Source: an optimization exercise on an open RTL-to-GDS flow (aim: small area and a short achievable clock period). Production flows keep margins and buffers that such runs may drop. In this exercise RTL edits were held to simulation tests only and were not proved equivalent to the original. Power figures rest on the tool's default switching activity, not on a simulated workload.

Setup of oak:
// ddr_timing_engine
module ddr_timing_engine (
    input  wire        clk,
    input  wire        rst,
    input  wire [7:0]  cfg_trrd,
    input  wire [7:0]  cfg_trcd,
    input  wire [7:0]  cfg_twtr,
    input  wire [7:0]  cfg_trtw,
    input  wire [7:0]  cfg_twr,
    input  wire [7:0]  cfg_trp,
    input  wire [7:0]  cfg_cas,
    input  wire [7:0]  cfg_wl,
    input  wire [7:0]  cfg_btt,
    input  wire        cmd_valid,
    input  wire [2:0]  cmd_kind,
    input  wire        cmd_ap,
    input  wire        cmd_all,
    input  wire [2:0]  cmd_bank,
    input  wire [2:0]  qry_kind,
    input  wire [2:0]  qry_bank,
    output wire [4:0]  qry_code,
    output wire [31:0] can_issue,
    output wire [23:0] bank_state,
    output wire        fatal,
    output wire [3:0]  fatal_inv,
    output wire [4:0]  fatal_detail
);
Size in the first run: roughly 2800 cells after synthesis, roughly 220 flip-flops, ~160 I/O pins.
Settings: LEC_CHECK=0, ABC_AREA=1, CAP_MARGIN=20, CORE_MARGIN=2, CORE_UTILIZATION=50, SLEW_MARGIN=20; clock period 20.0 ns.
standard.sh (not shown) runs the stock make flow with config.mk's settings and CLKGATE_MAP_FILE= SYNTH_SCRIPT=/design/flow/synth_recipe.tcl, a recipe that flattens the netlist after the stock synthesis.
==> flow/flow/run.sh <==
#!/bin/bash
# The standard layout (standard.sh, unchanged synthesis) with these
# changes to how the layout is built:
#  - port buffers are the small sky130_fd_sc_hd__buf_1 instead of the
#    resizer's default pick (every input and output still gets a buffer);
#  - clock tree synthesis with clkbuf_8 (12-sink clusters) and without dummy loads;
set -euo pipefail
export BUFFER_PORTS_ARGS="-buffer_cell sky130_fd_sc_hd__buf_1"
export CTS_ARGS="-sink_clustering_enable -repair_clock_nets -dont_use_dummy_load -buf_list {sky130_fd_sc_hd__clkbuf_8} -root_buf sky130_fd_sc_hd__clkbuf_8 -sink_clustering_size 12 -sink_clustering_max_diameter 60"
export SETUP_SLACK_MARGIN=10.5
bash standard.sh > standard.log 2>&1
## Diff of input files: pine against oak
- CORE_UTILIZATION: 50 -> 60
Findings:
Fraction of area in registers is higher on pine
Number of optimization iterations in the first detailed-route pass: pine vs oak up 1
Summary — buffers plus inverters on the worst setup path, pine relative to oak: higher, by 1.
Compared pine vs oak, and internal portion of total power is down in pine.
From oak to pine the numbers moved as follows: clock power lower, number of fill cells lower, critical path depth higher, register-to-register setup slack lower, number of instances resized during post-cts repair roughly the same.
#### Input delta (birch over pine)
- a change of CORE_UTILIZATION from 60 to 50
--- a/flow/flow/run.sh
+++ b/flow/flow/run.sh
@@ -10 +10 @@
-export SETUP_SLACK_MARGIN=10.5
+export SETUP_SLACK_MARGIN=11
Notes after the runs:
- The share of cell area taken by flip-flops and latches of birch falls short of that of pine by 0.25 points.
- Looking at launch point of the worst path, the qry_bank[0] result is from birch; the qry_bank[1] one comes from pine.
- Comparing birch and pine, the higher weighted congestion reported at the end of routability-driven placement is on pine.
- Comparing birch and pine, the higher post-route cell area is on birch.
- Total number of tap cells: birch vs pine up about 18%
- The worst hold slack of pine and that of birch are within noise of each other.
- birch — switching power total about 1.2% higher, pine as reference
- Diff pine..birch | synthesized area | negligible
- birch reports a lower core utilization than pine does.

* * *

== alpha ==
ddr_timing_engine, a different RTL version from the one above (not shown whole).
Size: ~220 flip-flops, ~160 I/O pins, roughly 18000 sq um of cells after synthesis.
export LEC_CHECK = 0
export ABC_AREA = 1
export CAP_MARGIN = 20
export CORE_MARGIN = 2
export CORE_UTILIZATION = 45
export SLEW_MARGIN = 20
create_clock -name core_clock -period 20.0 [get_ports {clk}]
==> flow/flow/run.sh <==
#!/bin/bash
# The standard layout (standard.sh, unchanged synthesis) with three
# changes to how the layout is built:
#  - port buffers are the small sky130_fd_sc_hd__buf_1 instead of the
#    resizer's default pick (every input and output still gets a buffer);
#  - clock tree synthesis without dummy loads;
set -euo pipefail
export BUFFER_PORTS_ARGS="-buffer_cell sky130_fd_sc_hd__buf_1"
export CTS_ARGS="-sink_clustering_enable -repair_clock_nets -dont_use_dummy_load"
export SETUP_SLACK_MARGIN=11
bash standard.sh > standard.log 2>&1
The final layout from alpha, which completed every stage, passed the timing, design-rule and antenna checks at the end of the flow.
#### Input delta (beta over alpha)
==> flow/flow/run.sh <==
#!/bin/bash
# The standard layout (standard.sh, unchanged synthesis) with these
# changes to how the layout is built:
#  - port buffers are the small sky130_fd_sc_hd__buf_1 instead of the
#    resizer's default pick (every input and output still gets a buffer);
#  - clock tree synthesis with clkbuf_4/clkbuf_8 and without dummy loads;
set -euo pipefail
export BUFFER_PORTS_ARGS="-buffer_cell sky130_fd_sc_hd__buf_1"
export CTS_ARGS="-sink_clustering_enable -repair_clock_nets -dont_use_dummy_load -buf_list {sky130_fd_sc_hd__clkbuf_4 sky130_fd_sc_hd__clkbuf_8} -root_buf sky130_fd_sc_hd__clkbuf_8"
export SETUP_SLACK_MARGIN=11
bash standard.sh > standard.log 2>&1
--- a/flow/config.mk
+++ b/flow/config.mk
@@ -10,3 +10,3 @@
 export CORE_MARGIN = 2
-export CORE_UTILIZATION = 45
+export CORE_UTILIZATION = 50
 export SLEW_MARGIN = 20
==> comparison <==
beta vs. alpha: post-detailed-routing wire length went down by 1.2 mm.
Part of the power in the clock network for beta: 2.7 points down relative to alpha
Delta(net switching power of the design, beta - alpha) > 0
Looking at clock latency of the later-clocked register in the worst-skew pair across alpha and beta, the one that comes out higher is beta.
beta against alpha: die footprint saw a decrease; cell area after layout saw little to no change; worst endpoint data arrival time saw little to no change.

* * *

Another version of the RTL of ddr_timing_engine (not shown whole).
Size: about 2800 cells after synthesis, roughly 220 flip-flops, about 160 I/O pins.
// ddr_timing_engine
module ddr_timing_engine (
    input  wire        clk,
    input  wire        rst,
    input  wire [7:0]  cfg_trrd,
    input  wire [7:0]  cfg_trcd,
    input  wire [7:0]  cfg_twtr,
    input  wire [7:0]  cfg_trtw,
    input  wire [7:0]  cfg_twr,
    input  wire [7:0]  cfg_trp,
    input  wire [7:0]  cfg_cas,
    input  wire [7:0]  cfg_wl,
    input  wire [7:0]  cfg_btt,
    input  wire        cmd_valid,
    input  wire [2:0]  cmd_kind,
    input  wire        cmd_ap,
    input  wire        cmd_all,
    input  wire [2:0]  cmd_bank,
    input  wire [2:0]  qry_kind,
    input  wire [2:0]  qry_bank,
    output wire [4:0]  qry_code,
    output wire [31:0] can_issue,
    output wire [23:0] bank_state,
    output wire        fatal,
    output wire [3:0]  fatal_inv,
    output wire [4:0]  fatal_detail
);
    localparam [2:0] S_IDLE = 3'd0, S_ACTIVATING = 3'd1, S_ACTIVE = 3'd2,
                     S_READING = 3'd3, S_WRITING = 3'd4, S_PRECHARGING = 3'd5;
    function [9:0] add10(input [9:0] a, input [9:0] b, input cin);
        integer i;
        reg c;
        begin
            c = cin;
            for (i = 0; i < 10; i = i + 1) begin
                add10[i] = a[i] ^ b[i] ^ c;
                c = (a[i] & b[i]) | (c & (a[i] ^ b[i]));
            end
        end
    endfunction
    function [9:0] dec10(input [9:0] a, input en);
        integer i;
        begin
  ...
export LEC_CHECK = 0
export ABC_AREA = 1
export CAP_MARGIN = 20
export CORE_MARGIN = 2
export CORE_UTILIZATION = 50
export SLEW_MARGIN = 20
create_clock -name core_clock -period 20.0 [get_ports {clk}]
==> flow/flow/run.sh <==
#!/bin/bash
# The standard layout (standard.sh, unchanged synthesis) with these
# changes to how the layout is built:
#  - port buffers are the small sky130_fd_sc_hd__buf_1 instead of the
#    resizer's default pick (every input and output still gets a buffer);
#  - clock tree synthesis with clkbuf_8 (12-sink clusters) and without dummy loads;
set -euo pipefail
export BUFFER_PORTS_ARGS="-buffer_cell sky130_fd_sc_hd__buf_1"
export CTS_ARGS="-sink_clustering_enable -repair_clock_nets -dont_use_dummy_load -buf_list {sky130_fd_sc_hd__clkbuf_8} -root_buf sky130_fd_sc_hd__clkbuf_8 -sink_clustering_size 12 -sink_clustering_max_diameter 60"
export SETUP_SLACK_MARGIN=12
bash standard.sh > standard.log 2>&1
Next try:
--- a/flow/flow/run.sh
+++ b/flow/flow/run.sh
@@ -10 +10 @@
-export SETUP_SLACK_MARGIN=12
+export SETUP_SLACK_MARGIN=11
Effect: Routed wire length stays flat; worst setup slack degrades by 0.089 ns; sequential share of layout area went up by 0.39 points; die area stays the same; power fell by 1.6%; sequential cell count is unchanged.

static timing again, ports no longer ideal:
In the flow no input, the clock included, has a driving cell. The finished layouts below were timed again as built, in two steps.
Step 1 (the two cells are an assumption about what drives the block):
set clk [get_ports {clk}]
set_driving_cell -lib_cell sky130_fd_sc_hd__clkbuf_16 $clk
set_driving_cell -lib_cell sky130_fd_sc_hd__buf_2 [delete_from_list [all_inputs] $clk]
Step 2 adds t to the input delays and takes it off the output delays; t is the mean of the earliest and latest rising clock arrival at the registers after step 1. Input paths then give back, and output paths get back, about the clock's delay inside the block.
Slacks: ideal / step 1 / step 2; pairs: ideal / step 1.
| run | shift t [ns] | slack for setup (ns) | clock arrival spread, ns | slew at the worst register clock pin (ns) | worst slew at a driven data input, ns |
|---|---|---|---|---|---|
| oak | 0.631 | 10.321 / 10.269 / 10.146 | 0.082 / 0.082 | 0.09 / 0.09 | 0.07 |
| pine | 0.611 | 10.148 / 10.090 / 10.090 | 0.096 / 0.096 | 0.10 / 0.10 | 0.06 |
| birch | 0.668 | 10.334 / 10.241 / 10.241 | 0.065 / 0.066 | 0.09 / 0.09 | 0.09 |
| alpha | 0.605 | 10.236 / 10.185 / 10.185 | 0.051 / 0.051 | 0.06 / 0.06 | 0.07 |
| beta | 0.632 | 10.237 / 10.188 / 10.188 | 0.034 / 0.034 | 0.06 / 0.06 | 0.06 |
| the first run of note 3 | 0.645 | 10.113 / 10.029 / 10.029 | 0.056 / 0.057 | 0.09 / 0.09 | 0.11 |
| the second run of note 3 | 0.675 | 10.023 / 9.964 / 9.964 | 0.096 / 0.096 | 0.09 / 0.09 | 0.12 |
After both steps setup and hold are still met in every run listed. The setup slack of oak, which loses most, moves by -0.052 ns with the drivers and by -0.175 ns with both steps.
